This is an optimization exercise on Yosys and OpenROAD, whose aim is small area, a short achievable clock period and few clock cycles per item, not a production implementation.
Function was checked by simulation only, so behaviour that the tests miss may differ from the original.
No activity file was given, so power comes from the tool's default toggle rates.

==> flow/design.v (outline; a module is shown in full before it is edited, if it fits) <==
// module des_sbox1: 162 lines
// module des_sbox2: 166 lines
// module des_sbox3: 138 lines
// module des_sbox4: 152 lines
// module des_sbox5: 178 lines
// module des_sbox6: 168 lines
// module des_sbox7: 146 lines
// module des_sbox8: 166 lines
// module des_sbox: 19 lines
// module des_core: 448 lines
module des_core (
  input  wire        clk,
  input  wire        rst,
  input  wire        start,
  input  wire [1:0]  op,
  input  wire [63:0] key,
  input  wire [63:0] din,
  output reg         busy,
  output reg         done,
  output reg         err,
  output wire [63:0] dout
);
  // ...
==> flow/flow/run.sh <==
#!/bin/bash
# Own layout flow: the standard flow (standard.sh, run whole), with
#  - port buffers of one fixed type instead of the default,
#  - other make settings given below.
# The clock period, constraints, power grid, placement, CTS and routing steps are the
# standard ones.  make's full output goes to standard.log in the work folder.
set -euo pipefail
bash standard.sh SETUP_SLACK_MARGIN=7 ADDER_MAP_FILE= "BUFFER_PORTS_ARGS=-buffer_cell sky130_fd_sc_hd__buf_1" finish > standard.log 2>&1
==> flow/standard.sh <==
#!/bin/bash
# synth_recipe.tcl (not shown) runs the flow's synth.tcl, then flattens the netlist and writes it again
# the make line also repeats each setting of config.mk as NAME=value (left out here)
make -C /OpenROAD-flow-scripts/flow DESIGN_CONFIG=/design/flow/config.mk WORK_HOME=/design/flow/orfs CLKGATE_MAP_FILE= SYNTH_SCRIPT=/design/flow/synth_recipe.tcl "${@:-finish}"
==> flow/config.mk <==
export PLATFORM = sky130hd
export DESIGN_NAME = des_core
export DESIGN_NICKNAME = des_core
export VERILOG_FILES = /design/flow/design.v
export SDC_FILE = /design/flow/constraint.sdc
export NUM_CORES = 4
export LEC_CHECK = 0
export ABC_AREA = 1
export CAP_MARGIN = 20
export CORE_MARGIN = 2
export CORE_UTILIZATION = 40
export CTS_BUF_LIST = sky130_fd_sc_hd__clkbuf_4 sky130_fd_sc_hd__clkbuf_8
export SLEW_MARGIN = 20
==> flow/constraint.sdc <==
create_clock -name core_clock -period 10.0 [get_ports {clk}]
set_input_delay 2.0000 -clock core_clock [delete_from_list [all_inputs] [get_ports {clk}]]
set_output_delay 2.0000 -clock core_clock [all_outputs]
set_load 0.01 [all_outputs]
==> flow_summary_export.csv, run 1 <==
group,metric,value,unit
floorplanning,die_w,165.3,um
sta,fin_tns_setup,0,ps
global_route,antenna_found_initial,1,
setup_path,critPathLaunch,"r_half[15]$_DFF_P_",
synthesis,synth_simple_gate_area_share,32.15,%
layout,clkCellAreaFrac,3.251,%
setup_path,r2r-end,"cd[16]$_DFFE_PP_",
floorplanning,die_h,165.3,um
floorplanning,initial_utilization,40.39,%
global_route,busiest_layer,"met2",
placed_design,gp_congestion,0.9032,
clocking,cts_resized,156,
setup_path,critPathCaptureType,"output port",
synthesis,synth_top_area_share,18.25,%
detailed_routing,vias,12440,
layout,final_core_util,48.85,%
sta,layout_setup_ws,6968,ps
clocking,clock-root-buffer,"clkbuf_8",
sta,hold_ws,473.0,ps
setup_path,critPathMaxFanout,2,
synthesis,synthAdderAreaFrac,0,%
setup_path,path_buf_inv,1,
placed_design,dp_cells,2081,
pwr,power_frac_seq,35.7,%
setup_path,crit_arrival,1030,ps
run_status,outcome,"timing/DRC/antenna clean",
layout,seqCellArea,3331,um2
detailed_routing,routed.top_layer,"met4",
floorplanning,dieArea,27320,um2
setup_path,cp.depth,1,
synthesis,yosys.area.top_type,"nand2_1",
Testbench counts, summed over its fixed seeds: cycles 8,736, blocks 512.
==> run 2: changes to the inputs <==
==> flow/flow/run.sh (replaced) <==
#!/bin/bash
# Own layout flow: the standard flow (standard.sh), with
#  - synthesis run by standard.sh with the ORFS scripts unchanged except the ABC
#    script that ABC_AREA=1 selects, which is replaced by flow/abc_area.script
#    (area mapping with map -a); no half/full-adder extraction (ADDER_MAP_FILE empty),
#  - port buffers of one fixed type (buf_1) instead of the default; timing repair
#    resizes them where needed,
set -euo pipefail
ARGS=(SETUP_SLACK_MARGIN=7 ADDER_MAP_FILE= "BUFFER_PORTS_ARGS=-buffer_cell sky130_fd_sc_hd__buf_1")
rm -rf own_scripts
cp -r "$FLOW_HOME/scripts" own_scripts
cp flow/abc_area.script own_scripts/abc_area.script
bash standard.sh "${ARGS[@]}" SCRIPTS_DIR="$PWD/own_scripts" synth > synth.log 2>&1
bash standard.sh "${ARGS[@]}" finish > standard.log 2>&1
==> flow/flow/abc_area.script (new file) <==
strash
dch
map -a
topo
stime -c
buffer -c
upsize -c
dnsize -c
==> run 2 against run 1 <==
Net effect:
- clock-buffer cell count is 1 lower
- largest power group is now registers
- sequential cell count unchanged
- still clean
- sequential power is essentially flat
- highest routed layer unchanged
==> flow_summary_export.csv, run 2 <==
group,metric,value,unit
run_status,outcome,"timing/DRC/antenna clean",
setup_path,ff2ff_path_depth,13,
sta,grt_setup_unrepaired,"yes",
sta,hold_ws,467.9,ps
min_path,hp-start,"cnt[0]$_SDFF_PN0_",
layout,drive_above_1_share,17.81,%
sta,hold_violations,0,
setup_path,start_kind,"primary input",
placed_design,place_hpwl,26760,um
clocking,cts_tree,"yes",
pwr,power_frac_seq,35.2,%
clocking,htreeDepth,4,
global_route,track_usage,29.18,%
setup_path,crit_required,10160,ps
synthesis,synth_mux_area_share,0.1022,%
floorplanning,io_pins,200,
pwr,clockPowerShare,29.7,%
setup_path,r2r-end,"r_half[0]$_DFF_P_",
placed_design,gp_congestion,0.9800,
synthesis,syn_nets,1626,
pwr,p_per_area,145.3,nW/um2
global_route,antenna_found_initial,0,
layout,seqCellArea,3273,um2
detailed_routing,totalWireLength,38910,um
layout,largest_reg_flops,56,
synthesis,synth_edf_count,57,
layout,multiInputGateArea,5996,um2
synthesis,ys_top_cells_by_count,"277 x nand2_1, 230 x nor2_1, 176 x inv_1",
synthesis,ys_seq_elements,130,
synthesis,yosys.area.top_type,"edfxtp_1",
min_path,whs_endpoint,"cnt[0]$_SDFF_PN0_",
sta,setup_viol,0,
layout,layout_common_cells,"262 x nand2_1, 215 x nor2_1, 171 x inv_1, 141 x a21oi_1, 129 x buf_1",
setup_path,crit_arrival,3200,ps
flow_run,maxCapViolations,0,
layout,nFillCells,2444,
floorplanning,std_cell_rows,57,
setup_path,critPathMaxFanout,4,
pwr,switching_share,38.33,%
layout,layout_commonest_cell,"nand2_1",
synthesis,synth_xor_area_share,3.911,%
detailed_routing,drc_errors,0,
sta,finClkSkew,20.92,ps
synthesis,synthAdderAreaFrac,0,%
pwr,switching_power,0.6899,mW
setup_path,rrSetupSlack,7100,ps
pwr,p_leak,5.257,nW
pwr,ir_drop,0.07234,mV
sta,fin_tns_setup,0,ps
floorplanning,die_h,160.5,um
global_route,first_global_vias,10670,
clocking,clock_sinks,130,
pwr,internal_power,1.110,mW
clocking,insertion_delay,460,ps
detailed_routing,vias,11870,
floorplanning,initial_utilization,40.50,%
synthesis,synth_cells,1493,
synthesis,yosysUniqueCellTypes,53,
clocking,max-clock-path-buffers,2,
synthesis,synth_top_area_share,17.48,%
detailed_routing,vias_per_cell,5.796,
sta,finalCriticalPeriod,3042,ps
sta,timing.final.crit_share,30.42,%
synthesis,synthArstFlopShare,0,%
synthesis,ys.flop_type,"dfxtp_1",
clocking,path_clk_slew,90,ps
global_route,grt-ovfl-total,0,
global_route,grt_pass1_wl,59310,um
synthesis,synth_simple_gate_area_share,23.41,%
floorplanning,fp.coreArea,24180,um2
synthesis,synth_top_family_by_area,"compound AO/OA/AOI/OAI gates",
layout,regMostFlops,"cd",
global_route,grt_max_degree,84,
detailed_routing,detail_route.iter0.violations,1380,
min_path,min_path_type,"reg -> reg",
floorplanning,dieArea,25740,um2
pwr,combPwrFrac,35.1,%
placed_design,port-buffer-count,191,
sta,slew_viol_final,0,
detailed_routing,firstDrtPassIters,7,
setup_path,critPathLaunch,"op[1]",
synthesis,seq_area_frac_synth,32.41,%
layout,area_growth,26.49,%
layout,diodes,0,
sta,slew_headroom,28.27,%
synthesis,synth_most_common_cell,"nand2_1",
sta,tightestPinTransition,1068,ps
setup_path,critPathCaptureType,"flop",
sta,layout_setup_ws,6958,ps
synthesis,yosysWarnings,1,
floorplanning,die_w,160.5,um
clocking,numCtsBuffers,17,
placed_design,pre_cts_ws,5378,ps
setup_path,crit_type,"in -> reg",
synthesis,synth.avg_cell_area,6.558,um2
detailed_routing,drtAntennaViolNets,0,
detailed_routing,wl_per_cell,19.00,um
sta,max_freq,328.7,MHz
setup_path,r2r-start,"cd[22]$_DFFE_PP_",
layout,top_regs,"cd: 56 flops, l_half: 32 flops, r_half: 32 flops",
synthesis,synth_compound_area_share,30.16,%
synthesis,yosys-top-cells-area,"edfxtp_1 17%, dfxtp_1 15%, nand2_1 11%",
synthesis,synth_area,9791,um2
min_path,min_path_cells,1,
clocking,clock-root-buffer,"clkbuf_8",
layout,nets,1844,
-- run 2: changes by cell type after synthesis, sizes merged, moves of 10 or more --
cell,delta
xnor2,-22
nand4,-24
nor2,+92
inv,+48
buf,-14
xor2,-10
a21oi,+86
nor3,+17
nand2,-235
clkbuf,+10
nand3,-75
-- run 2: power by group through the flow --
stage	sequential [mW]	clock (mW)	combinational (mW)
finish	0.633	0.535	0.633
global route	0.637	0.561	0.694
CTS	0.632	0.538	0.579
detailed placement	0.647	0	0.539
global placement	0.647	0	0.542
floorplan	0.643	0	0.376
-- run 2: critical path: stages --
cell and delay, ps:
buf_6 110, nor2_4 130, nand2_4 70, inv_4 60, buf_12 100, nor2_4 40, buf_6 180, a21oi_4 140
buf_6 140, buf_16 110, o221ai_1 110
-- run 2: how the worst max path moves through the flow --
stage                            end  slack [ps]
global route         cd[7]$_DFFE_PP_        6910
detailed placement   cd[7]$_DFFE_PP_        5380
finish              cd[15]$_DFFE_PP_        6960
floorplan            cd[0]$_DFFE_PP_        5420
global placement     cd[7]$_DFFE_PP_        5390
CTS                         dout[36]        7000
-- run 2: per-layer routing --
metal	up-vias	wire [um]	share of wire (%)	track usage (%)
met5	-	0	0	0
met4	0	1541	4.0	11.14
met3	107	4070	10	4.700
met2	759	16600	43	44.40
met1	5403	16700	43	41.55
li1	5601	-	-	-
-- run 2: layout make-up --
class,instances,area share [%]
timing repair buffer,250,11.86
sequential,130,26.43
clock inverter,14,1.637
clock buffer,18,2.000
tap,324,3.273
multi-input combinational,1103,48.41
inverter,209,6.385
-- run 2: kinds of logic (layout without fill, tap and decap cells) --
group	after synthesis	after routing
flip-flops	130	130
AND/OR/NAND/NOR	577	577
XOR/XNOR	42	42
AO/OA/AOI/OAI	482	483
multiplexers	1	1
buffers and inverters	261	491
-- run 2: through the flow --
step	util (%)	power, mW	area (um2)	instances
floorplan	-	1.019	9847	1493
CTS	49.08	1.749	11870	2029
detailed placement	44.83	1.186	10840	1966
global route	51.22	1.892	12380	2048
global placement	44.83	1.189	10840	1966
finish	51.22	1.800	12380	2048
-- run 2: timing repair --
item,4_1_cts,5_1_grt
endpoints found under the setup margin,162,144
cloned,5,1
pin swaps,3,14
setup buffers,26,18
hold buffers,0,0
gates resized for setup,111,111
endpoints found under the hold margin,0,0
==> run 3: changes to the inputs <==
==> flow/flow/abc_area.script (replaced) <==
strash
dch
map -a
==> run 3 against run 2 <==
Net effect:
- still clean on timing, DRC and antenna
- non-clock buffer count is 1 higher
- utilization is 1.1 points higher
- fmax increased by 1.5%
- clock-buffer cell count down 1
- clock skew is 5.7 ps lower
- via count shrank 1.2%
- highest routed layer is now met5
==> flow_summary_export.csv, run 3 <==
group,metric,value,unit
placed_design,port-buffer-count,191,
floorplanning,die_w,158.4,um
setup_path,critPathCaptureType,"flop",
setup_path,crit_arrival,3380,ps
global_route,first_global_vias,10250,
synthesis,yosysWarnings,1,
synthesis,synth_area,9539,um2
detailed_routing,met3WireLength,3615,um
global_route,antenna_found_initial,1,
layout,seqCellArea,3279,um2
sta,setup_viol,0,
detailed_routing,vias_per_cell,5.737,
global_route,track_usage,29.21,%
synthesis,synth_edf_count,57,
pwr,p_leak,4.641,nW
sta,slew_headroom,46.79,%
clocking,path_clk_slew,90,ps
synthesis,synth_top_area_share,17.94,%
pwr,ir_drop,0.06924,mV
synthesis,synth.avg_cell_area,6.620,um2
detailed_routing,met2_length,17010,um
sta,hold_ws,461.8,ps
layout,nets,1846,
layout,nFillCells,2393,
global_route,grt_max_degree,105,
layout,top_regs,"cd: 56 flops, l_half: 32 flops, r_half: 32 flops",
layout,layout_common_cells,"257 x nand2_1, 212 x nor2_1, 185 x clkinv_1, 141 x a21oi_1, 128 x o21ai_0",
sta,max_freq,333.8,MHz
layout,drive_above_1_share,17.67,%
sta,slew_viol_final,0,
min_path,min_path_type,"reg -> reg",
sta,finClkSkew,15.26,ps
flow_run,maxCapViolations,0,
setup_path,start_kind,"flop",
detailed_routing,totalWireLength,37780,um
clocking,htreeDepth,4,
clocking,cts_tree,"yes",
synthesis,syn_nets,1574,
sta,tightestPinTransition,793.3,ps
synthesis,yosysUniqueCellTypes,37,
floorplanning,initial_utilization,40.64,%
detailed_routing,drtAntennaViolNets,0,
floorplanning,std_cell_rows,56,
detailed_routing,drc_errors,0,
floorplanning,io_pins,200,
layout,area_growth,28.63,%
floorplanning,die_h,158.4,um
sta,grt_setup_unrepaired,"yes",
clocking,max-clock-path-buffers,2,
synthesis,seq_area_frac_synth,33.26,%
sta,timing.final.crit_share,29.96,%
clocking,numCtsBuffers,17,
pwr,internal_power,1.098,mW
pwr,power_frac_seq,35.4,%
pwr,switching_share,38.27,%
sta,finalCriticalPeriod,2996,ps
synthesis,ys.flop_type,"dfxtp_1",
synthesis,ys_seq_elements,130,
layout,largest_reg_flops,56,
detailed_routing,firstDrtPassIters,5,
placed_design,gp_congestion,0.9192,
synthesis,ys_top_cells_by_count,"279 x nand2_1, 232 x nor2_1, 209 x clkinv_1",
pwr,combPwrFrac,35.1,%
setup_path,crit_required,10380,ps
floorplanning,dieArea,25100,um2
global_route,grt_pass1_wl,56440,um
setup_path,critPathMaxFanout,4,
synthesis,yosys-top-cells-area,"edfxtp_1 18%, dfxtp_1 15%, nand2_1 11%",
layout,regMostFlops,"cd",
clocking,clock_sinks,130,
sta,fin_tns_setup,0,ps
layout,diodes,0,
pwr,power,1.779,mW
sta,hold_violations,0,
detailed_routing,routed.top_layer,"met5",
detailed_routing,detail_route.iter0.violations,1133,
clocking,clock-root-buffer,"clkbuf_8",
detailed_routing,wl_per_cell,18.48,um
layout,multiInputGateArea,5919,um2
synthesis,synth_cells,1441,
pwr,clockPowerShare,29.5,%
clocking,insertion_delay,480,ps
synthesis,synthArstFlopShare,0,%
placed_design,place_hpwl,26650,um
pwr,switching_power,0.6809,mW
run_status,outcome,"timing/DRC/antenna clean",
pwr,p_per_area,145.0,nW/um2
detailed_routing,vias,11730,
global_route,grt-ovfl-total,0,
setup_path,crit_type,"reg -> reg",
detailed_routing,wl_met1,16280,um
synthesis,yosys.area.top_type,"edfxtp_1",
synthesis,synth_most_common_cell,"nand2_1",
layout,layout_commonest_cell,"nand2_1",
floorplanning,fp.coreArea,23470,um2
[run 3: final timing paths]
path                                         from            endpoint  slack, ps  depth (start not counted)
worst max-delay path             cd[40]$_DFFE_PP_  r_half[12]$_DFF_P_       7000                         17
worst min-delay path            cnt[0]$_SDFF_PN0_   cnt[0]$_SDFF_PN0_        460                          1
worst max register to register   cd[40]$_DFFE_PP_  r_half[12]$_DFF_P_       7000                         17
worst min register to register  cnt[0]$_SDFF_PN0_   cnt[0]$_SDFF_PN0_        460                          1
[run 3: cell families (layout without fill, tap and decap cells)]
| group | count (synthesis) | after routing | share of synthesized area, % |
|---|---|---|---|
| AND/OR/NAND/NOR | 577 | 577 | 23.75 |
| XOR/XNOR | 42 | 42 | 3.856 |
| multiplexers | 1 | 1 | 0.1049 |
| flip-flops | 130 | 130 | 33.26 |
| buffers and inverters | 209 | 494 | 8.224 |
| AO/OA/AOI/OAI | 482 | 482 | 30.80 |
[run 3: metal layers]
layer | vias to the layer above | track usage, %
li1 | 5630 | -
met1 | 5424 | 41.06
met2 | 619 | 45.09
met3 | 57 | 5.797
met4 | 2 | 9.309
met5 | - | 0
[run 3: worst max-delay path: stages (launching register included)]
cell and delay (ps):
edfxtp_1 460, clkinv_1 110, nand2_1 50, nand2_1 150, clkinv_1 200, nor2_4 160, nor2_1 70, nor2_1 170
nor2_1 100, nand3_1 70, o21ai_0 180, a22o_2 280, a221oi_2 190, nand3_1 130, a22oi_2 210, a2111oi_4 70
xor2_1 150, o21ai_0 140
[run 3: what timing repair did]
| action | in CTS | in global routing |
|---|---|---|
| hold buffers | 0 | 0 |
| setup buffers | 17 | 31 |
| resized for setup | 122 | 121 |
| gates cloned | 3 | 1 |
| pin swaps | 7 | 10 |
| setup endpoints to repair | 152 | 118 |
[run 3: power by group through the flow]
stage / Sequential, mW / Combinational (mW) / Clock (mW)
final: 0.630 / 0.625 / 0.525
after global routing: 0.634 / 0.689 / 0.550
after CTS: 0.631 / 0.573 / 0.525
after detailed placement: 0.646 / 0.532 / 0
after global placement: 0.646 / 0.537 / 0
after floorplan: 0.645 / 0.363 / 0
[run 3: stage by stage]
| step | instance area, um2 | worst slack, ps | instances | util (%) |
|---|---|---|---|---|
| 2_1_floorplan | 9609 | 5366 | 1441 | - |
| 3_3_place_gp | 10810 | 5142 | 1961 | 46.06 |
| 3_5_place_dp | 10810 | 5151 | 1961 | 46.06 |
| 4_1_cts | 11730 | 6989 | 2013 | 49.99 |
| 5_1_grt | 12270 | 6786 | 2045 | 52.28 |
| 6_report | 12270 | 7004 | 2045 | 52.28 |
[run 3: cell type report]
type | instances | area share (%)
multi-input combinational | 1102 | 48.24
clock inverter | 15 | 1.672
tap | 319 | 3.253
inverter | 209 | 6.862
clock buffer | 17 | 1.907
timing repair inverter | 2 | 0.2651
sequential | 130 | 26.73
timing repair buffer | 251 | 11.07
==> run 4: changes to the inputs <==
--- a/flow/config.mk
+++ b/flow/config.mk
@@ -11,3 +11,4 @@
 export CORE_UTILIZATION = 40
 export CTS_BUF_LIST = sky130_fd_sc_hd__clkbuf_4 sky130_fd_sc_hd__clkbuf_8
 export SLEW_MARGIN = 20
+export TNS_END_PERCENT = 10
==> run 4 against run 3 <==
Net effect:
- final cell count down 0.64%
- critical endpoint is now cd[40]$_DFFE_PP_
- synthesized cell count unchanged
- global-route usage up 1.0 points
- critical path type is now in -> reg
==> flow_summary_export.csv, run 4 <==
group,metric,value,unit
synthesis,synth_most_common_cell,"nand2_1",
sta,tightestPinTransition,991.7,ps
placed_design,pre_cts_ws,5759,ps
floorplanning,dieArea,25100,um2
synthesis,syn_nets,1574,
floorplanning,fp.coreArea,23470,um2
synthesis,yosysWarnings,1,
sta,grt_setup_unrepaired,"yes",
layout,largest_reg_flops,56,
pwr,ir_drop,0.07601,mV
global_route,first_global_vias,10610,
synthesis,synth.avg_cell_area,6.620,um2
clocking,insertion_delay,480,ps
detailed_routing,wl_per_cell,19.18,um
setup_path,crit_arrival,3310,ps
layout,area_growth,26.39,%
pwr,internal_power,1.107,mW
placed_design,dp_cells,1960,
setup_path,start_kind,"primary input",
clocking,max-clock-path-buffers,2,
sta,hold_violations,0,
floorplanning,io_pins,200,
detailed_routing,drtAntennaViolNets,0,
clocking,path_clk_slew,90,ps
clocking,clock_sinks,130,
synthesis,ys.flop_type,"dfxtp_1",
floorplanning,std_cell_rows,56,
sta,finClkSkew,14.08,ps
global_route,grt_pass1_wl,58400,um
pwr,p_per_area,148.7,nW/um2
synthesis,ys_seq_elements,130,
run_status,outcome,"timing/DRC/antenna clean",
pwr,power_frac_seq,35.5,%
pwr,p_leak,4.461,nW
layout,nets,1833,
sta,max_freq,325.4,MHz
detailed_routing,detail_route.iter0.violations,1469,
sta,layout_setup_ws,6927,ps
synthesis,ys_top_cells_by_count,"279 x nand2_1, 232 x nor2_1, 209 x clkinv_1",
sta,slew_headroom,33.82,%
setup_path,r2r-start,"cd[36]$_DFFE_PP_",
sta,fin_tns_setup,0,ps
pwr,switching_share,38.24,%
synthesis,yosysUniqueCellTypes,37,
placed_design,port-buffer-count,191,
pwr,switching_power,0.6855,mW
placed_design,place_hpwl,26620,um
detailed_routing,drc_errors,0,
global_route,track_usage,30.24,%
min_path,min_path_type,"reg -> reg",
global_route,grt_max_degree,105,
placed_design,gp_congestion,0.9528,
synthesis,synth_edf_count,57,
layout,final_core_util,51.36,%
sta,setup_viol,0,
setup_path,critPathCaptureType,"flop",
sta,slew_viol_final,0,
pwr,clockPowerShare,30.0,%
layout,stdcell_count,2032,
synthesis,synth_area,9539,um2
layout,layout_common_cells,"263 x nand2_1, 211 x nor2_1, 182 x buf_1, 178 x clkinv_1, 144 x o21ai_0",
synthesis,yosys.area.top_type,"edfxtp_1",
clocking,cts_tree,"yes",
setup_path,critPathLaunch,"start",
synthesis,seq_area_frac_synth,33.26,%
detailed_routing,totalWireLength,38970,um
synthesis,synth_top_area_share,17.94,%
detailed_routing,vias,11870,
setup_path,critPathMaxFanout,14,
synthesis,synth_cells,1441,
sta,timing.final.crit_share,30.73,%
clocking,htreeDepth,4,
min_path,hp-start,"cnt[0]$_SDFF_PN0_",
floorplanning,initial_utilization,40.64,%
sta,hold_ws,458.8,ps
pwr,combPwrFrac,34.5,%
detailed_routing,vias_per_cell,5.843,
sta,finalCriticalPeriod,3073,ps
global_route,grt-ovfl-total,0,
floorplanning,die_w,158.4,um
synthesis,yosys-top-cells-area,"edfxtp_1 18%, dfxtp_1 15%, nand2_1 11%",
setup_path,crit_required,10240,ps
layout,diodes,0,
layout,regMostFlops,"cd",
layout,layout_commonest_cell,"nand2_1",
layout,top_regs,"cd: 56 flops, l_half: 32 flops, r_half: 32 flops",
setup_path,crit_type,"in -> reg",
layout,drive_above_1_share,12.32,%
detailed_routing,firstDrtPassIters,7,
floorplanning,die_h,158.4,um
synthesis,synthArstFlopShare,0,%
flow_run,maxCapViolations,0,
clocking,numCtsBuffers,17,
clocking,clock-root-buffer,"clkbuf_8",
global_route,antenna_found_initial,0,
-- run 4: layer usage --
| layer | GRT usage (%) | part of all wire (%) | vias to the layer above |
|---|---|---|---|
| met3 | 4.654 | 9.7 | 109 |
| met2 | 46.46 | 43 | 685 |
| met4 | 10.51 | 3.8 | 0 |
| met5 | 0 | 0 | - |
| li1 | - | - | 5619 |
| met1 | 43.16 | 43 | 5459 |
-- run 4: cells by family after synthesis --
family / count (synthesis) / share of synthesized area [%]
simple gates: 577 / 23.75
compound gates: 482 / 30.80
buf+inv: 209 / 8.224
flops: 130 / 33.26
xor+xnor: 42 / 3.856
mux: 1 / 0.1049
-- run 4: area by class of cell --
cell class | instances | area [um2]
multi-input cells | 1103 | 5967
fillers | 2446 | 11420
flip-flops and latches | 130 | 3208
clock inverters | 12 | 177.7
well taps | 319 | 399.1
repair inverters | 3 | 41.29
inverters | 209 | 832.0
clock buffers | 20 | 275.3
repair buffers | 236 | 1156
-- run 4: worst max-delay path, stage by stage --
cell	delay (ps)
buf_1	100
nand2_4	90
clkinv_4	100
nand2_8	100
clkinv_16	60
nor2_4	250
a22oi_2	150
buf_6	160
bufbuf_16	290
-- run 4: worst paths after layout --
kind	endpoint	slack, ps	cells after the start
setup / recovery	cd[40]$_DFFE_PP_	6930	9
hold / removal	cnt[0]$_SDFF_PN0_	460	1
setup reg to reg	r_half[12]$_DFF_P_	7040	16
hold reg to reg	cnt[0]$_SDFF_PN0_	460	1
-- run 4: timing repair --
item | in CTS | in global routing
setup endpoints to repair | 163 | 165
gates resized for setup | 20 | 129
hold buffers | 0 | 0
setup buffers | 10 | 24
gates cloned | 4 | 2
pin swaps | 5 | 15
-- run 4: stage by stage --
stage	power, mW	area [um2]
3_5_place_dp	1.177	10790
6_report	1.793	12060
3_3_place_gp	1.179	10790
5_1_grt	1.885	12060
2_1_floorplan	1.007	9594
4_1_cts	1.729	11510
-- run 4: power groups by stage --
| stage | sequential [mW] | combinational, mW | clock, mW |
|---|---|---|---|
| final | 0.637 | 0.618 | 0.538 |
| after global routing | 0.641 | 0.681 | 0.564 |
| after CTS | 0.634 | 0.556 | 0.540 |
| after detailed placement | 0.646 | 0.531 | 0 |
| after global placement | 0.647 | 0.533 | 0 |
| after floorplan | 0.645 | 0.362 | 0 |
==> run 5: changes to the inputs <==
--- a/flow/flow/run.sh
+++ b/flow/flow/run.sh
@@ -6,7 +6,7 @@
 #  - port buffers of one fixed type (buf_1) instead of the default; timing repair
 #    resizes them where needed,
 set -euo pipefail
-ARGS=(SETUP_SLACK_MARGIN=7 ADDER_MAP_FILE= "BUFFER_PORTS_ARGS=-buffer_cell sky130_fd_sc_hd__buf_1")
+ARGS=(SETUP_SLACK_MARGIN=6.7 ADDER_MAP_FILE= "BUFFER_PORTS_ARGS=-buffer_cell sky130_fd_sc_hd__buf_1")
 rm -rf own_scripts
 cp -r "$FLOW_HOME/scripts" own_scripts
 cp flow/abc_area.script own_scripts/abc_area.script
--- a/flow/config.mk
+++ b/flow/config.mk
@@ -11,4 +11,3 @@
 export CORE_UTILIZATION = 40
 export CTS_BUF_LIST = sky130_fd_sc_hd__clkbuf_4 sky130_fd_sc_hd__clkbuf_8
 export SLEW_MARGIN = 20
-export TNS_END_PERCENT = 10
==> run 5 against run 4 <==
Net effect:
- clock power is 0.7% higher
- clock-buffer cell count down 2
- setup slack worse by 150 ps
- sequential share of layout area grew 0.91 points
- first-iteration DRC count fell by 25%
- wire length shrank 5.3%
- via count decreased by 2.7%
- largest cell class unchanged
- highest routed layer unchanged
==> flow_summary_export.csv, run 5 <==
group,metric,value,unit
run_status,outcome,"timing/DRC/antenna clean",
clocking,path_clk_slew,90,ps
clocking,htreeDepth,4,
synthesis,synth_top_family_by_area,"compound AO/OA/AOI/OAI gates",
layout,largest_reg_flops,56,
synthesis,synthArstFlopShare,0,%
floorplanning,initial_utilization,40.64,%
clocking,max-clock-path-buffers,2,
sta,max_freq,310.2,MHz
synthesis,yosysWarnings,1,
placed_design,port-buffer-count,191,
setup_path,crit_type,"in -> reg",
floorplanning,die_h,158.4,um
setup_path,rrSetupSlack,6820,ps
detailed_routing,vias,11550,
layout,drive_above_1_share,5.855,%
detailed_routing,wl_per_cell,18.36,um
sta,timing.final.crit_share,32.24,%
floorplanning,die_w,158.4,um
synthesis,synth_area,9539,um2
synthesis,seq_area_frac_synth,33.26,%
synthesis,yosys.area.top_type,"edfxtp_1",
detailed_routing,detail_route.iter0.violations,1097,
setup_path,crit_required,10160,ps
global_route,antenna_found_initial,0,
detailed_routing,firstDrtPassIters,6,
global_route,grt_max_degree,105,
sta,fin_tns_setup,0,ps
pwr,switching_share,37.42,%
sta,finalCriticalPeriod,3224,ps
setup_path,path_cells,"buf_1 > nor2_4 > nand2_4 > clkinv_16 > nor2_4 > buf_4 > a22oi_2 > buf_4 > buf_6",
sta,setup_viol,0,
sta,finClkSkew,14.18,ps
synthesis,ys_seq_elements,130,
synthesis,synth_cells,1441,
pwr,p_leak,4.200,nW
pwr,combPwrFrac,32.5,%
layout,area_growth,21.01,%
synthesis,synth_xor_area_share,3.856,%
floorplanning,fp.coreArea,23470,um2
synthesis,synth_edf_count,57,
pwr,ir_drop,0.07403,mV
setup_path,slowest_stage,"buf_6",
synthesis,synth_mux_area_share,0.1049,%
pwr,clockPowerShare,31.0,%
sta,layout_setup_ws,6776,ps
detailed_routing,vias_per_cell,5.747,
sta,hold_violations,0,
synthesis,synth.avg_cell_area,6.620,um2
synthesis,yosysUniqueCellTypes,37,
clocking,cts_tree,"yes",
global_route,track_usage,29.04,%
floorplanning,io_pins,200,
layout,regMostFlops,"cd",
layout,diodes,0,
layout,nets,1811,
synthesis,synth_top_area_share,17.94,%
sta,tightestPinTransition,800.4,ps
clocking,clock_sinks,130,
layout,layout_commonest_cell,"nand2_1",
clocking,numCtsBuffers,17,
flow_run,maxCapViolations,0,
clocking,clock-root-buffer,"clkbuf_8",
global_route,first_global_vias,10430,
pwr,internal_power,1.094,mW
sta,grt_setup_unrepaired,"yes",
synthesis,yosys-top-cells-area,"edfxtp_1 18%, dfxtp_1 15%, nand2_1 11%",
layout,layout_common_cells,"277 x nand2_1, 223 x nor2_1, 203 x clkinv_1, 191 x buf_1, 148 x o21ai_0",
clocking,insertion_delay,470,ps
sta,slew_viol_final,0,
synthesis,ys_top_cells_by_count,"279 x nand2_1, 232 x nor2_1, 209 x clkinv_1",
synthesis,synth_compound_area_share,30.80,%
clocking,hold_buffers,0,
synthesis,syn_nets,1574,
setup_path,start_kind,"primary input",
detailed_routing,drc_errors,0,
setup_path,critPathMaxFanout,68,
sta,slew_headroom,46.64,%
pwr,p_per_area,151.4,nW/um2
setup_path,crit_path_max_incr_delay,250,ps
pwr,power,1.748,mW
synthesis,ys.flop_type,"dfxtp_1",
pwr,power_frac_seq,36.4,%
pwr,switching_power,0.6541,mW
synthesis,synthAdderAreaFrac,0,%
global_route,grt_pass1_wl,56260,um
floorplanning,std_cell_rows,56,
floorplanning,dieArea,25100,um2
detailed_routing,drtAntennaViolNets,0,
synthesis,synth_most_common_cell,"nand2_1",
global_route,grt-ovfl-total,0,
setup_path,critPathCaptureType,"flop",
synthesis,synth_simple_gate_area_share,23.75,%
placed_design,place_hpwl,26880,um
min_path,min_path_type,"reg -> reg",
placed_design,gp_congestion,0.9125,
layout,nFillCells,2464,
placed_design,pre_cts_ws,5193,ps
setup_path,crit_arrival,3380,ps
layout,final_area,11540,um2
placed_design,placed_area,10800,um2
detailed_routing,totalWireLength,36900,um
layout,top_regs,"cd: 56 flops, l_half: 32 flops, r_half: 32 flops",
-- run 5: layout make-up --
type | count | area, um2 | share of cell area [%]
inverter | 209 | 820.8 | 7.110
tap | 319 | 399.1 | 3.458
sequential | 130 | 3177 | 27.52
clock buffer | 18 | 247.7 | 2.146
clock inverter | 14 | 209.0 | 1.810
timing repair buffer | 218 | 940.9 | 8.151
multi-input combinational | 1102 | 5749 | 49.80
-- run 5: cell families (layout without fill, tap and decap cells) --
group                  after synthesis  in the layout
AO/OA/AOI/OAI                      482            482
XOR/XNOR                            42             42
buffers and inverters              209            459
flip-flops                         130            130
multiplexers                         1              1
AND/OR/NAND/NOR                    577            577
-- run 5: timing repair --
item	in CTS	in global routing
gates cloned	0	1
endpoints found under the setup margin	91	62
resized for setup	14	23
buffers inserted	7	9
pin swaps	2	5
-- run 5: through the flow --
stage	instances	utilization, %	hold WS, ps
2_1_floorplan	1441	-	423.6
3_3_place_gp	1961	46.00	439.5
3_5_place_dp	1961	46.00	448.7
4_1_cts	2000	48.44	469.4
5_1_grt	2010	49.18	496.6
6_report	2010	49.18	466.7
-- run 5: critical path: cells and delay by family --
kind / cells / cell delay, ps
AO/OA/AOI/OAI: 1 / 180
buffers and inverters: 5 / 860
AND/OR/NAND/NOR: 3 / 330
-- run 5: worst paths after layout --
kind / start / to / depth (start not counted)
setup / recovery: op[1] / cd[4]$_DFFE_PP_ / 9
hold / removal: cnt[0]$_SDFF_PN0_ / cnt[0]$_SDFF_PN0_ / 1
setup reg to reg: cd[29]$_DFFE_PP_ / r_half[12]$_DFF_P_ / 13
hold reg to reg: cnt[0]$_SDFF_PN0_ / cnt[0]$_SDFF_PN0_ / 1
-- run 5: power by group through the flow --
stage	registers (mW)	logic (mW)	clock network, mW
floorplan	0.645	0.362	0
global placement	0.647	0.533	0
detailed placement	0.647	0.531	0
CTS	0.635	0.545	0.549
global route	0.641	0.632	0.569
finish	0.637	0.569	0.542
-- run 5: metal layers --
metal / vias up / global-route usage (%) / part of all wire, %
li1: 5561 / - / -
met2: 664 / 45.92 / 45
met4: 0 / 10.38 / 2.6
met5: - / 0 / 0
met3: 78 / 4.790 / 9.3
met1: 5249 / 40.06 / 43
==> run 6: changes to the inputs <==
--- a/flow/flow/run.sh
+++ b/flow/flow/run.sh
@@ -6,7 +6,7 @@
 #  - port buffers of one fixed type (buf_1) instead of the default; timing repair
 #    resizes them where needed,
 set -euo pipefail
-ARGS=(SETUP_SLACK_MARGIN=6.7 ADDER_MAP_FILE= "BUFFER_PORTS_ARGS=-buffer_cell sky130_fd_sc_hd__buf_1")
+ARGS=(SETUP_SLACK_MARGIN=7.3 ADDER_MAP_FILE= "BUFFER_PORTS_ARGS=-buffer_cell sky130_fd_sc_hd__buf_1")
 rm -rf own_scripts
 cp -r "$FLOW_HOME/scripts" own_scripts
 cp flow/abc_area.script own_scripts/abc_area.script
==> run 6 against run 5 <==
Net effect:
- worst hold slack about the same
- critical path depth decreased by 8
- fmax is 6.9% higher
==> flow_summary_export.csv, run 6 <==
group,metric,value,unit
sta,fin_tns_setup,0,ps
setup_path,path_delay_family,"flip-flops",
global_route,grt-ovfl-total,0,
synthesis,synth_area,9539,um2
sta,timing.final.crit_share,30.16,%
synthesis,yosysWarnings,1,
layout,top_regs,"cd: 56 flops, l_half: 32 flops, r_half: 32 flops",
layout,regMostFlops,"cd",
layout,diodes,0,
global_route,busiest_layer,"met2",
clocking,insertion_delay,480,ps
pwr,power_frac_seq,31.8,%
clocking,numCtsBuffers,17,
clocking,clock_sinks,130,
synthesis,synthAdderAreaFrac,0,%
synthesis,synth_compound_area_share,30.80,%
detailed_routing,vias_per_cell,5.882,
clocking,clock-root-buffer,"clkbuf_8",
floorplanning,dieArea,25100,um2
synthesis,ys_seq_elements,130,
detailed_routing,drtAntennaViolNets,0,
run_status,outcome,"timing/DRC/antenna clean",
clocking,htreeDepth,4,
synthesis,yosys.area.top_type,"edfxtp_1",
floorplanning,io_pins,200,
setup_path,path_buf_inv,1,
detailed_routing,vias,12970,
placed_design,gp_congestion,0.9698,
setup_path,crit_required,8000,ps
synthesis,yosysUniqueCellTypes,37,
pwr,switching_share,39.84,%
layout,layout_common_cells,"231 x nand2_1, 178 x nor2_1, 167 x buf_4, 147 x clkinv_1, 131 x a21oi_1",
placed_design,port-buffer-count,191,
synthesis,synth_xor_area_share,3.856,%
synthesis,synth_top_family_by_area,"compound AO/OA/AOI/OAI gates",
sta,tightestPinTransition,905.4,ps
pwr,p_leak,5.912,nW
clocking,hold_buffers,0,
global_route,grt_use_met3,7.158,%
setup_path,path_cells,"buf_6",
sta,hold_violations,0,
setup_path,start_kind,"flop",
global_route,use_met2,53.71,%
synthesis,synth_simple_gate_area_share,23.75,%
layout,layout_commonest_cell,"nand2_1",
detailed_routing,firstDrtPassIters,6,
synthesis,synthArstFlopShare,0,%
layout,drive_above_1_share,35.26,%
clocking,cts_tree,"yes",
global_route,grt_pass1_wl,62290,um
layout,nets,2006,
synthesis,synth_mux_area_share,0.1049,%
pwr,combPwrFrac,43.6,%
sta,slew_headroom,39.64,%
setup_path,crit_arrival,1020,ps
pwr,clockPowerShare,24.6,%
pwr,p_per_area,129.6,nW/um2
setup_path,crit_type,"reg -> out",
global_route,antenna_found_initial,0,
pwr,power,1.982,mW
layout,area_growth,60.28,%
setup_path,slowest_stage,"dfxtp_4",
global_route,grtUsageMet1,41.58,%
synthesis,synth.avg_cell_area,6.620,um2
floorplanning,die_h,158.4,um
floorplanning,std_cell_rows,56,
flow_run,maxCapViolations,0,
floorplanning,die_w,158.4,um
setup_path,critPathMaxFanout,4,
floorplanning,fp.coreArea,23470,um2
global_route,first_global_vias,11490,
layout,nFillCells,2014,
synthesis,synth_top_area_share,17.94,%
layout,largest_reg_flops,56,
sta,setup_viol,0,
placed_design,place_hpwl,26580,um
sta,grt_setup_unrepaired,"yes",
synthesis,yosys-top-cells-area,"edfxtp_1 18%, dfxtp_1 15%, nand2_1 11%",
synthesis,ys_top_cells_by_count,"279 x nand2_1, 232 x nor2_1, 209 x clkinv_1",
pwr,internal_power,1.192,mW
min_path,min_path_type,"reg -> reg",
clocking,max-clock-path-buffers,2,
pwr,switching_power,0.7896,mW
setup_path,crit_path_max_incr_delay,420,ps
global_route,grt_max_degree,105,
global_route,track_usage,32.46,%
synthesis,synth_edf_count,57,
detailed_routing,wl_per_cell,19.93,um
sta,finalCriticalPeriod,3016,ps
floorplanning,initial_utilization,40.64,%
detailed_routing,detail_route.iter0.violations,1319,
synthesis,synth_cells,1441,
detailed_routing,totalWireLength,43950,um
sta,slew_viol_final,0,
clocking,path_clk_slew,90,ps
detailed_routing,drc_errors,0,
sta,finClkSkew,12.84,ps
synthesis,synth_most_common_cell,"nand2_1",
setup_path,critPathCaptureType,"output port",
synthesis,seq_area_frac_synth,33.26,%
synthesis,syn_nets,1574,
pwr,ir_drop,0.07348,mV
sta,max_freq,331.6,MHz
synthesis,ys.flop_type,"dfxtp_1",
[run 6: cell counts after synthesis]
Identical to the previous run, type by type.
[run 6: routing by layer]
layer	up-vias	wire, um
met5	-	0
met3	182	4356
met4	0	2256
li1	5986	-
met2	773	20240
met1	6028	17100
[run 6: metrics by stage]
step	area, um2	cells	hold WS, ps	setup slack, ps	utilization, %
2_1_floorplan	9622	1441	423.6	5366	-
3_3_place_gp	10820	1960	441.6	5839	46.11
3_5_place_dp	10820	1960	447.7	5834	46.11
4_1_cts	13890	2127	470.1	6988	59.16
5_1_grt	15290	2205	509.0	6907	65.14
6_report	15290	2205	467.0	6984	65.14
[run 6: worst paths after layout]
path / start / endpoint / slack, ps / depth (start not counted)
min reg2reg: cnt[0]$_SDFF_PN0_ / cnt[0]$_SDFF_PN0_ / 470 / 1
min: cnt[0]$_SDFF_PN0_ / cnt[0]$_SDFF_PN0_ / 470 / 1
max: r_half[16]$_DFF_P_ / dout[60] / 6980 / 1
max reg2reg: cd[36]$_DFFE_PP_ / r_half[12]$_DFF_P_ / 7070 / 16
[run 6: power by group through the flow]
stage               clock [mW]  combinational [mW]  sequential, mW
floorplan                    0               0.364           0.646
global placement             0               0.536           0.647
detailed placement           0               0.533           0.647
CTS                      0.491               0.718           0.629
global route             0.515               0.926           0.635
finish                   0.487               0.863           0.631
[run 6: repair_timing]
item                       4_1_cts  5_1_grt
setup buffers                  120       76
pin swaps                       36       73
cloned                          15        2
gates resized for setup        429      225
setup endpoints to repair      206      208
[run 6: cells by family after synthesis]
| family | Yosys count |
|---|---|
| xor gates and xnor gates | 42 |
| and+or+nand+nor | 577 |
| AOI/OAI and AO/OA | 482 |
| buffers and inverters | 209 |
| DFF | 130 |
| muxes | 1 |
[run 6: cell type report]
cell class / instances / area (um2) / area share (%)
Sequential cell: 130 / 3302 / 21.60
Inverter: 209 / 939.7 / 6.146
Clock buffer: 17 / 234.0 / 1.530
Timing Repair Buffer: 405 / 3298 / 21.57
Tap cell: 319 / 399.1 / 2.610
Multi-Input combinational cell: 1103 / 6808 / 44.53
Clock inverter: 15 / 168.9 / 1.105
Timing Repair inverter: 7 / 140.1 / 0.9165
==> run 7: changes to the inputs <==
--- a/flow/flow/run.sh
+++ b/flow/flow/run.sh
@@ -6,7 +6,7 @@
 #  - port buffers of one fixed type (buf_1) instead of the default; timing repair
 #    resizes them where needed,
 set -euo pipefail
-ARGS=(SETUP_SLACK_MARGIN=7.3 ADDER_MAP_FILE= "BUFFER_PORTS_ARGS=-buffer_cell sky130_fd_sc_hd__buf_1")
+ARGS=(SETUP_SLACK_MARGIN=6.4 ADDER_MAP_FILE= "BUFFER_PORTS_ARGS=-buffer_cell sky130_fd_sc_hd__buf_1")
 rm -rf own_scripts
 cp -r "$FLOW_HOME/scripts" own_scripts
 cp flow/abc_area.script own_scripts/abc_area.script
==> run 7 against run 6 <==
Net effect:
- wire length shrank 18%
- synthesized cell count is the same
- setup slack lost 510 ps
- register-to-register slack lost 600 ps
- worst hold slack lost 7.4 ps
- clock skew shrank 2.6 ps
- critical endpoint is now r_half[12]$_DFF_P_
- global-route usage shrank 3.5 points
- critical path depth grew 14
- critical path type is now reg -> reg
- first-iteration DRC count grew 8.9%
- highest routed layer unchanged
- sequential power grew 0.8%
==> flow_summary_export.csv, run 7 <==
group,metric,value,unit
floorplanning,io_pins,200,
detailed_routing,firstDrtPassIters,6,
setup_path,crit_arrival,3850,ps
detailed_routing,drtAntennaViolNets,0,
sta,timing.final.crit_share,35.29,%
clocking,hold_buffers,0,
floorplanning,die_h,158.4,um
clocking,cts_tree,"yes",
clocking,numCtsBuffers,17,
flow_run,maxCapViolations,0,
min_path,hp-start,"cnt[0]$_SDFF_PN0_",
clocking,clock-root-buffer,"clkbuf_8",
clocking,htreeDepth,4,
global_route,grt_max_degree,105,
sta,hold_violations,0,
placed_design,placed_area,10790,um2
detailed_routing,routed.top_layer,"met4",
layout,nFillCells,2486,
detailed_routing,wl_met1,16560,um
setup_path,critPathLaunch,"r_half[15]$_DFF_P_",
min_path,min_path_type,"reg -> reg",
placed_design,place_hpwl,26620,um
min_path,whs_endpoint,"cnt[0]$_SDFF_PN0_",
layout,final_core_util,48.27,%
detailed_routing,drc_errors,0,
setup_path,path_delay_family,"compound AO/OA/AOI/OAI gates",
layout,top_regs,"cd: 56 flops, l_half: 32 flops, r_half: 32 flops",
placed_design,dp_cells,1960,
setup_path,r2r-start,"r_half[15]$_DFF_P_",
sta,slew_headroom,35.11,%
setup_path,crit_required,10330,ps
clocking,clock_sinks,130,
sta,tightestPinTransition,971.0,ps
setup_path,cp.depth,15,
synthesis,yosys-top-cells-area,"edfxtp_1 18%, dfxtp_1 15%, nand2_1 11%",
sta,finClkSkew,10.20,ps
synthesis,syn_nets,1574,
synthesis,synth_cells,1441,
sta,fin_tns_setup,0,ps
layout,diodes,0,
global_route,grt_pass1_wl,56450,um
synthesis,seq_area_frac_synth,33.26,%
floorplanning,dieArea,25100,um2
pwr,ir_drop,0.07146,mV
synthesis,ys.flop_type,"dfxtp_1",
detailed_routing,detail_route.iter0.violations,1436,
synthesis,synth_edf_count,57,
detailed_routing,met2_length,15690,um
sta,grt_setup_unrepaired,"yes",
setup_path,critPathMaxFanout,6,
layout,largest_reg_flops,56,
synthesis,yosysWarnings,1,
placed_design,gp_congestion,0.9528,
floorplanning,std_cell_rows,56,
pwr,p_per_area,152.3,nW/um2
setup_path,r2r-end,"r_half[12]$_DFF_P_",
floorplanning,die_w,158.4,um
detailed_routing,vias_per_cell,5.738,
synthesis,ys_seq_elements,130,
synthesis,synthArstFlopShare,0,%
setup_path,path_buf_inv,3,
layout,nets,1795,
sta,setup_viol,0,
global_route,antenna_found_initial,0,
floorplanning,fp.coreArea,23470,um2
clocking,max-clock-path-buffers,2,
pwr,p_leak,4.105,nW
layout,final_area,11330,um2
synthesis,yosysUniqueCellTypes,37,
setup_path,path_cells,"clkinv_1 > nand2_1 > nand2_1 > clkinv_1 > nor2_1 > nor2_1 > clkinv_1 > nor3_4 > nor4_1 > o21ai_1 > o21ai_0 > o2111a_1 > a2111oi_4 > xor2_1 > o21ai_0",
layout,layout_common_cells,"277 x nand2_1, 226 x nor2_1, 205 x clkinv_1, 191 x buf_1, 148 x o21ai_0",
layout,regMostFlops,"cd",
layout,area_growth,18.78,%
layout,layout_commonest_cell,"nand2_1",
setup_path,cp_common_cell,"clkinv_1",
synthesis,synth_most_common_cell,"nand2_1",
clocking,path_clk_slew,90,ps
synthesis,ys_top_cells_by_count,"279 x nand2_1, 232 x nor2_1, 209 x clkinv_1",
detailed_routing,met3WireLength,2978,um
sta,finalCriticalPeriod,3529,ps
detailed_routing,totalWireLength,36250,um
synthesis,synth_top_area_share,17.94,%
clocking,insertion_delay,470,ps
setup_path,start_kind,"flop",
sta,hold_ws,459.6,ps
synthesis,synth.avg_cell_area,6.620,um2
setup_path,critPathCaptureType,"flop",
detailed_routing,vias,11440,
detailed_routing,wl_per_cell,18.18,um
setup_path,rrSetupSlack,6470,ps
sta,max_freq,283.4,MHz
global_route,track_usage,28.98,%
layout,drive_above_1_share,4.179,%
placed_design,port-buffer-count,191,
global_route,first_global_vias,10400,
layout,stdcell_count,1994,
setup_path,slowest_stage,"dfxtp_1",
min_path,min_path_cells,1,
setup_path,crit_type,"reg -> reg",
floorplanning,initial_utilization,40.64,%
global_route,grt-ovfl-total,0,
synthesis,yosys.area.top_type,"edfxtp_1",
run_status,outcome,"timing/DRC/antenna clean",
sta,slew_viol_final,0,
synthesis,synth_area,9539,um2
setup_path,ff2ff_path_depth,15,
setup_path,crit_path_max_incr_delay,470,ps
run 7: area by class of cell:
class	instances	area (um2)	area share, %
well taps	319	399.1	3.523
repair buffers	202	803.3	7.089
multi-input cells	1102	5694	50.25
clock inverters	12	177.7	1.568
flip-flops and latches	130	3174	28.01
inverters	209	807.0	7.122
clock buffers	20	275.3	2.429
run 7: logic make-up (layout without fill, tap and decap cells):
group                     count (synthesis)  in the layout  synth area share [%]
AOI/OAI and AO/OA                       482            482                 30.80
xor gates and xnor gates                 42             42                 3.856
buffers and inverters                   209            443                 8.224
DFF                                     130            130                 33.26
muxes                                     1              1                0.1049
and+or+nand+nor                         577            577                 23.75
run 7: per-stage QoR:
stage	setup slack, ps	power [mW]
2_1_floorplan	5365	1.007
3_3_place_gp	5710	1.179
3_5_place_dp	5759	1.177
4_1_cts	6345	1.711
5_1_grt	6243	1.819
6_report	6471	1.725
run 7: where the power goes:
group	internal, mW	leakage, nW	switching [mW]	total, mW
sequential	0.595	1.14	0.0405	0.636
clock	0.293	0.234	0.247	0.539
combinational	0.184	2.73	0.366	0.550
total	1.07	4.10	0.653	1.73
run 7: repair_timing:
action                     in CTS  in global routing
setup buffers                   2                  0
resized for setup               4                 10
setup endpoints to repair      77                 67
gates cloned                    0                  0
pin swaps                       1                  0
run 7: worst max path at each step:
stage / end / slack [ps]
6_report: r_half[12]$_DFF_P_ / 6470
3_5_place_dp: cd[9]$_DFFE_PP_ / 5760
5_1_grt: r_half[12]$_DFF_P_ / 6240
3_3_place_gp: r_half[12]$_DFF_P_ / 5710
4_1_cts: r_half[12]$_DFF_P_ / 6340
2_1_floorplan: cd[0]$_DFFE_PP_ / 5360
run 7: per-layer routing:
| metal | vias to the layer above | GRT usage [%] |
|---|---|---|
| met2 | 591 | 44.18 |
| met1 | 5254 | 41.70 |
| met4 | 0 | 10.21 |
| met5 | - | 0 |
| met3 | 69 | 4.300 |
| li1 | 5528 | - |
run 7: worst reg2reg max path: stages (launching register included):
cell	delay (ps)
dfxtp_1	470
clkinv_1	260
nand2_1	130
nand2_1	170
clkinv_1	160
nor2_1	90
nor2_1	130
clkinv_1	130
nor3_4	340
nor4_1	120
o21ai_1	330
o21ai_0	130
o2111a_1	240
a2111oi_4	430
xor2_1	170
o21ai_0	80
==> run 8: changes to the inputs <==
--- a/flow/flow/run.sh
+++ b/flow/flow/run.sh
@@ -6,7 +6,7 @@
 #  - port buffers of one fixed type (buf_1) instead of the default; timing repair
 #    resizes them where needed,
 set -euo pipefail
-ARGS=(SETUP_SLACK_MARGIN=6.4 ADDER_MAP_FILE= "BUFFER_PORTS_ARGS=-buffer_cell sky130_fd_sc_hd__buf_1")
+ARGS=(SETUP_SLACK_MARGIN=6.85 ADDER_MAP_FILE= "BUFFER_PORTS_ARGS=-buffer_cell sky130_fd_sc_hd__buf_1")
 rm -rf own_scripts
 cp -r "$FLOW_HOME/scripts" own_scripts
 cp flow/abc_area.script own_scripts/abc_area.script
--- a/flow/config.mk
+++ b/flow/config.mk
@@ -11,3 +11,4 @@
 export CORE_UTILIZATION = 40
 export CTS_BUF_LIST = sky130_fd_sc_hd__clkbuf_4 sky130_fd_sc_hd__clkbuf_8
 export SLEW_MARGIN = 20
+export TNS_END_PERCENT = 10
==> run 8 against run 7 <==
Net effect:
- still clean
- first-iteration DRC count fell by 5.1%
- register-to-register slack better by 420 ps
- setup slack improved by 340 ps
- clock skew rose by 1.8 ps
- design area rose by 3.8%
- total power up 2.4%
- synthesized cell count unchanged
- largest cell class unchanged
- largest power group unchanged
==> flow_summary_export.csv, run 8 <==
group,metric,value,unit
clocking,numCtsBuffers,17,
pwr,ir_drop,0.07495,mV
placed_design,pre_cts_ws,5759,ps
global_route,grt_max_degree,105,
global_route,grt-ovfl-total,0,
layout,nets,1820,
setup_path,crit_end,"cd[45]$_DFFE_PP_",
layout,drive_above_1_share,8.059,%
global_route,grt_pass1_wl,57820,um
detailed_routing,drtAntennaViolNets,0,
flow_run,maxCapViolations,0,
layout,stdcell_count,2019,
layout,nFillCells,2470,
pwr,clockPowerShare,30.5,%
pwr,switching_share,38.13,%
pwr,power,1.767,mW
pwr,p_per_area,150.2,nW/um2
sta,slew_headroom,37.93,%
sta,slew_viol_final,0,
synthesis,ys_seq_elements,130,
clocking,clock-root-buffer,"clkbuf_8",
floorplanning,die_w,158.4,um
synthesis,synth_edf_count,57,
placed_design,placed_area,10790,um2
sta,finClkSkew,12.00,ps
synthesis,synth_area,9539,um2
synthesis,yosysUniqueCellTypes,37,
floorplanning,std_cell_rows,56,
clocking,htreeDepth,4,
pwr,p_leak,4.307,nW
detailed_routing,vias_per_cell,5.800,
synthesis,syn_nets,1574,
floorplanning,io_pins,200,
run_status,outcome,"timing/DRC/antenna clean",
sta,hold_ws,459.3,ps
synthesis,yosys-top-cells-area,"edfxtp_1 18%, dfxtp_1 15%, nand2_1 11%",
layout,area_growth,23.31,%
global_route,first_global_vias,10550,
synthesis,yosys.area.top_type,"edfxtp_1",
sta,layout_setup_ws,6815,ps
synthesis,ys.flop_type,"dfxtp_1",
setup_path,critPathMaxFanout,17,
setup_path,critPathCaptureType,"flop",
global_route,track_usage,29.86,%
layout,final_area,11760,um2
global_route,antenna_found_initial,0,
detailed_routing,totalWireLength,38000,um
layout,final_core_util,50.11,%
sta,tightestPinTransition,928.8,ps
pwr,internal_power,1.093,mW
floorplanning,dieArea,25100,um2
sta,hold_violations,0,
detailed_routing,drc_errors,0,
synthesis,synth_cells,1441,
synthesis,synth_top_area_share,17.94,%
detailed_routing,detail_route.iter0.violations,1363,
floorplanning,initial_utilization,40.64,%
setup_path,crit_type,"in -> reg",
synthesis,ys_top_cells_by_count,"279 x nand2_1, 232 x nor2_1, 209 x clkinv_1",
setup_path,crit_arrival,3420,ps
layout,layout_commonest_cell,"nand2_1",
synthesis,synth_most_common_cell,"nand2_1",
sta,timing.final.crit_share,31.85,%
synthesis,synth.avg_cell_area,6.620,um2
clocking,max-clock-path-buffers,2,
synthesis,yosysWarnings,1,
clocking,path_clk_slew,90,ps
synthesis,synthArstFlopShare,0,%
placed_design,gp_congestion,0.9528,
pwr,switching_power,0.6738,mW
setup_path,crit_required,10240,ps
setup_path,r2r-end,"r_half[12]$_DFF_P_",
min_path,min_path_type,"reg -> reg",
clocking,cts_tree,"yes",
pwr,power_frac_seq,36.0,%
floorplanning,fp.coreArea,23470,um2
layout,top_regs,"cd: 56 flops, l_half: 32 flops, r_half: 32 flops",
setup_path,critPathLaunch,"start",
setup_path,rrSetupSlack,6890,ps
placed_design,port-buffer-count,191,
floorplanning,die_h,158.4,um
clocking,clock_sinks,130,
setup_path,ff2ff_path_depth,15,
placed_design,dp_cells,1960,
pwr,combPwrFrac,33.4,%
layout,diodes,0,
sta,finalCriticalPeriod,3185,ps
sta,setup_viol,0,
setup_path,r2r-start,"r_half[16]$_DFF_P_",
sta,fin_tns_setup,0,ps
layout,layout_common_cells,"271 x nand2_1, 219 x nor2_1, 194 x clkinv_1, 190 x buf_1, 146 x o21ai_0",
layout,regMostFlops,"cd",
placed_design,place_hpwl,26620,um
clocking,insertion_delay,480,ps
detailed_routing,firstDrtPassIters,6,
sta,grt_setup_unrepaired,"yes",
layout,largest_reg_flops,56,
synthesis,seq_area_frac_synth,33.26,%
sta,max_freq,314.0,MHz
setup_path,start_kind,"primary input",
detailed_routing,wl_per_cell,18.82,um
detailed_routing,vias,11710,
[run 8: cell counts after synthesis]
No cell type changed its count.
[run 8: worst max-delay path: stages]
cell       delay (ps)
buf_1             100
nand2_4            90
clkinv_4          100
nand2_8           110
clkinv_16          90
nor2_4            280
a22oi_2           130
buf_4             180
bufbuf_16         290
[run 8: worst min-delay path by stage]
stage	startpoint	end	cells after the start
after CTS	cnt[0]$_SDFF_PN0_	cnt[0]$_SDFF_PN0_	1
after global placement	cnt[0]$_SDFF_PN0_	cnt[0]$_SDFF_PN0_	1
after detailed placement	cnt[0]$_SDFF_PN0_	cnt[0]$_SDFF_PN0_	1
after global routing	cnt[0]$_SDFF_PN0_	cnt[0]$_SDFF_PN0_	1
after floorplan	cnt[0]$_SDFF_PN0_	cnt[0]$_SDFF_PN0_	1
final	cnt[0]$_SDFF_PN0_	cnt[0]$_SDFF_PN0_	1
[run 8: cell families (layout without fill, tap and decap cells)]
kind of cell           count (synthesis)  in the layout  synth area share [%]
multiplexers                           1              1                0.1049
AO/OA/AOI/OAI                        482            482                 30.80
XOR/XNOR                              42             42                 3.856
flip-flops                           130            130                 33.26
AND/OR/NAND/NOR                      577            577                 23.75
buffers and inverters                209            468                 8.224
[run 8: final cells by class]
cell class                      instances  area [um2]  area share (%)
Multi-Input combinational cell       1102        5846           49.70
Timing Repair inverter                  2       27.53          0.2340
Clock inverter                         12       177.7           1.510
Clock buffer                           20       275.3           2.340
Timing Repair Buffer                  225        1035           8.797
Sequential cell                       130        3181           27.04
Tap cell                              319       399.1           3.393
Inverter                              209       822.0           6.989
[run 8: layer usage]
metal / global-route usage, % / part of all wire (%) / wire length [um]
met1: 42.74 / 44 / 16670
met2: 45.90 / 44 / 16580
met3: 4.545 / 9.4 / 3575
met4: 10.12 / 3.1 / 1170
met5: 0 / 0 / 0
[run 8: repair_timing]
item | in CTS | in global routing
pin swaps | 5 | 11
gates cloned | 3 | 1
hold buffers | 0 | 0
endpoints found under the setup margin | 115 | 94
resized for setup | 18 | 53
setup buffers | 7 | 16
[run 8: power groups by stage]
stage | clock network (mW) | registers (mW) | logic [mW]
6_report | 0.540 | 0.636 | 0.591
5_1_grt | 0.563 | 0.640 | 0.655
4_1_cts | 0.540 | 0.634 | 0.554
3_5_place_dp | 0 | 0.646 | 0.531
3_3_place_gp | 0 | 0.647 | 0.533
2_1_floorplan | 0 | 0.645 | 0.362
==> run 9: changes to the inputs <==
--- a/flow/config.mk
+++ b/flow/config.mk
@@ -11,4 +11,3 @@
 export CORE_UTILIZATION = 40
 export CTS_BUF_LIST = sky130_fd_sc_hd__clkbuf_4 sky130_fd_sc_hd__clkbuf_8
 export SLEW_MARGIN = 20
-export TNS_END_PERCENT = 10
==> run 9 against run 8 <==
Net effect:
- combinational power down 0.8%
- via count down 0.11%
- sequential power is essentially flat
- final cell count shrank 0.30%
- design area is 0.33% lower
- non-clock buffer count fell by 7
- global-route usage is 0.57 points lower
- largest power group unchanged
==> flow_summary_export.csv, run 9 <==
group,metric,value,unit
floorplanning,io_pins,200,
global_route,antenna_found_initial,0,
setup_path,crit_arrival,1110,ps
min_path,min_path_cells,2,
clocking,max-clock-path-buffers,2,
synthesis,synth_xor_area_share,3.856,%
synthesis,synth_mux_area_share,0.1049,%
setup_path,crit_required,8000,ps
pwr,p_leak,4.269,nW
synthesis,seq_area_frac_synth,33.26,%
detailed_routing,vias_per_cell,5.811,
global_route,grt_pass1_wl,56330,um
synthesis,ys_top_cells_by_count,"279 x nand2_1, 232 x nor2_1, 209 x clkinv_1",
synthesis,synth_most_common_cell,"nand2_1",
layout,diodes,0,
detailed_routing,wl_per_cell,18.64,um
pwr,ir_drop,0.07402,mV
detailed_routing,detail_route.iter0.violations,1268,
synthesis,synth_simple_gate_area_share,23.75,%
setup_path,path_cells,"buf_1",
global_route,grt_max_degree,105,
floorplanning,die_w,158.4,um
synthesis,synth_top_family_by_area,"compound AO/OA/AOI/OAI gates",
global_route,track_usage,29.29,%
synthesis,syn_nets,1574,
sta,hold_violations,0,
setup_path,crit_path_max_incr_delay,440,ps
setup_path,critPathCaptureType,"output port",
sta,max_freq,321.9,MHz
detailed_routing,vias,11700,
sta,tightestPinTransition,876.3,ps
synthesis,yosys.area.top_type,"edfxtp_1",
synthesis,synth_area,9539,um2
global_route,first_global_vias,10270,
setup_path,path_delay_family,"flip-flops",
setup_path,path_buf_inv,1,
floorplanning,std_cell_rows,56,
pwr,p_per_area,150.9,nW/um2
layout,stdcell_count,2013,
min_path,min_path_type,"reg -> reg",
sta,timing.final.crit_share,31.06,%
layout,largest_reg_flops,56,
clocking,numCtsBuffers,17,
layout,regMostFlops,"cd",
floorplanning,initial_utilization,40.64,%
layout,layout_commonest_cell,"nand2_1",
flow_run,maxCapViolations,0,
placed_design,place_hpwl,26220,um
synthesis,synthArstFlopShare,0,%
detailed_routing,totalWireLength,37530,um
setup_path,critPathMaxFanout,4,
synthesis,yosys-top-cells-area,"edfxtp_1 18%, dfxtp_1 15%, nand2_1 11%",
setup_path,crit_type,"reg -> out",
synthesis,synthAdderAreaFrac,0,%
clocking,clock_sinks,130,
sta,slew_viol_final,0,
pwr,power,1.769,mW
clocking,htreeDepth,4,
floorplanning,dieArea,25100,um2
sta,finClkSkew,15.52,ps
layout,drive_above_1_share,7.615,%
detailed_routing,drc_errors,0,
layout,layout_common_cells,"272 x nand2_1, 223 x nor2_1, 198 x clkinv_1, 190 x buf_1, 144 x o21ai_0",
synthesis,synth.avg_cell_area,6.620,um2
run_status,outcome,"timing/DRC/antenna clean",
layout,nFillCells,2485,
layout,final_area,11720,um2
setup_path,cp.depth,1,
sta,setup_viol,0,
synthesis,synth_top_area_share,17.94,%
synthesis,ys_seq_elements,130,
sta,grt_setup_unrepaired,"yes",
floorplanning,die_h,158.4,um
sta,hold_ws,466.1,ps
clocking,cts_tree,"yes",
placed_design,port-buffer-count,191,
layout,nets,1814,
detailed_routing,drtAntennaViolNets,0,
detailed_routing,firstDrtPassIters,5,
synthesis,ys.flop_type,"dfxtp_1",
sta,finalCriticalPeriod,3106,ps
synthesis,yosysWarnings,1,
layout,top_regs,"cd: 56 flops, l_half: 32 flops, r_half: 32 flops",
placed_design,placed_area,10790,um2
synthesis,yosysUniqueCellTypes,37,
synthesis,synth_compound_area_share,30.80,%
placed_design,gp_congestion,0.8880,
layout,area_growth,22.90,%
clocking,hold_buffers,0,
setup_path,start_kind,"flop",
setup_path,slowest_stage,"dfxtp_1",
floorplanning,fp.coreArea,23470,um2
sta,fin_tns_setup,0,ps
setup_path,ff2ff_path_depth,13,
synthesis,synth_cells,1441,
placed_design,dp_cells,1959,
global_route,grt-ovfl-total,0,
sta,slew_headroom,41.58,%
clocking,clock-root-buffer,"clkbuf_8",
synthesis,synth_edf_count,57,
clocking,path_clk_slew,80,ps
clocking,insertion_delay,470,ps
-- run 9: final timing paths --
check                                       startpoint                endpoint  slack (ps)
worst max-delay path                r_half[12]$_DFF_P_                dout[26]        6890
worst min-delay path            key_valid$_SDFFE_PP0P_  key_valid$_SDFFE_PP0P_         470
worst max register to register        cd[29]$_DFFE_PP_      r_half[12]$_DFF_P_        6920
worst min register to register  key_valid$_SDFFE_PP0P_  key_valid$_SDFFE_PP0P_         470
-- run 9: cell type report --
cell class,instances,area [um2],share of cell area (%)
Clock buffer,19,261.5,2.231
Timing Repair Buffer,218,973.4,8.303
Sequential cell,130,3189,27.20
Multi-Input combinational cell,1103,5841,49.82
Clock inverter,13,202.7,1.729
Inverter,209,824.5,7.033
Timing Repair inverter,2,32.53,0.2775
Tap cell,319,399.1,3.404
-- run 9: stage by stage --
step	worst slack (ps)	util, %
floorplan	5365	-
global placement	5662	45.96
detailed placement	5747	45.96
CTS	6816	49.01
global route	6752	49.95
finish	6894	49.95
-- run 9: power breakdown --
group | switching, mW | internal (mW)
combinational | 0.385 | 0.201
clock | 0.236 | 0.310
sequential | 0.0411 | 0.596
total | 0.662 | 1.11
-- run 9: metal layers --
layer	vias up	track usage, %	routed length (um)
met2	654	43.27	16130
li1	5596	-	-
met4	0	12.31	1173
met5	-	0	0
met1	5374	41.70	16650
met3	73	5.607	3577
-- run 9: logic make-up (layout without fill, tap and decap cells) --
kind of cell	after synthesis	count (layout)
and+or+nand+nor	577	577
AOI/OAI and AO/OA	482	483
buffers and inverters	209	461
DFF	130	130
xor gates and xnor gates	42	42
muxes	1	1
-- run 9: timing repair --
| action | CTS | global route |
|---|---|---|
| pin swaps | 6 | 3 |
| endpoints found under the setup margin | 112 | 76 |
| cloned | 4 | 0 |
| gates resized for setup | 28 | 40 |
| buffers inserted | 8 | 10 |

==> what the ideal ports hide <==
The flow's constraints put no driver on any port. The routed layouts listed below were extracted and timed again, unchanged, in two steps.
Step 1 (the two cells are an assumption about what drives the block):
set clk [get_ports {clk}]
set_driving_cell -lib_cell sky130_fd_sc_hd__clkbuf_16 $clk
set_driving_cell -lib_cell sky130_fd_sc_hd__buf_2 [delete_from_list [all_inputs] $clk]
Step 2 also shifts input and output timing later by t, the mid clock arrival at the registers, as if the neighbouring blocks saw the same clock.
Three values: ideal ports, drivers, drivers and shift; two values: the first two.
| run | shift t [ns] | setup WS [ns] | hold WS [ns] | latest minus earliest clock arrival (ns) | cell pins on the clock port's net |
|---|---|---|---|---|---|
| run 1 | 0.520 | 6.968 / 6.924 / 6.529 | 0.473 / 0.473 / 0.473 | 0.025 / 0.025 | 1 |
| run 2 | 0.496 | 6.958 / 6.970 / 6.473 | 0.468 / 0.468 / 0.468 | 0.021 / 0.021 | 1 |
| run 3 | 0.515 | 7.004 / 6.967 / 6.553 | 0.462 / 0.462 / 0.462 | 0.015 / 0.016 | 1 |
| run 4 | 0.513 | 6.927 / 6.897 / 6.436 | 0.459 / 0.459 / 0.459 | 0.015 / 0.014 | 1 |
| run 5 | 0.506 | 6.776 / 6.777 / 6.287 | 0.467 / 0.467 / 0.467 | 0.014 / 0.014 | 1 |
| run 6 | 0.516 | 6.984 / 6.940 / 6.507 | 0.467 / 0.467 / 0.467 | 0.012 / 0.013 | 1 |
| run 7 | 0.509 | 6.471 / 6.471 / 6.028 | 0.460 / 0.460 / 0.460 | 0.010 / 0.010 | 1 |
| run 8 | 0.514 | 6.815 / 6.782 / 6.324 | 0.459 / 0.459 / 0.459 | 0.012 / 0.012 | 1 |
| run 9 | 0.502 | 6.894 / 6.853 / 6.427 | 0.466 / 0.466 / 0.466 | 0.015 / 0.015 | 1 |
After both steps setup and hold are still met in every run listed.
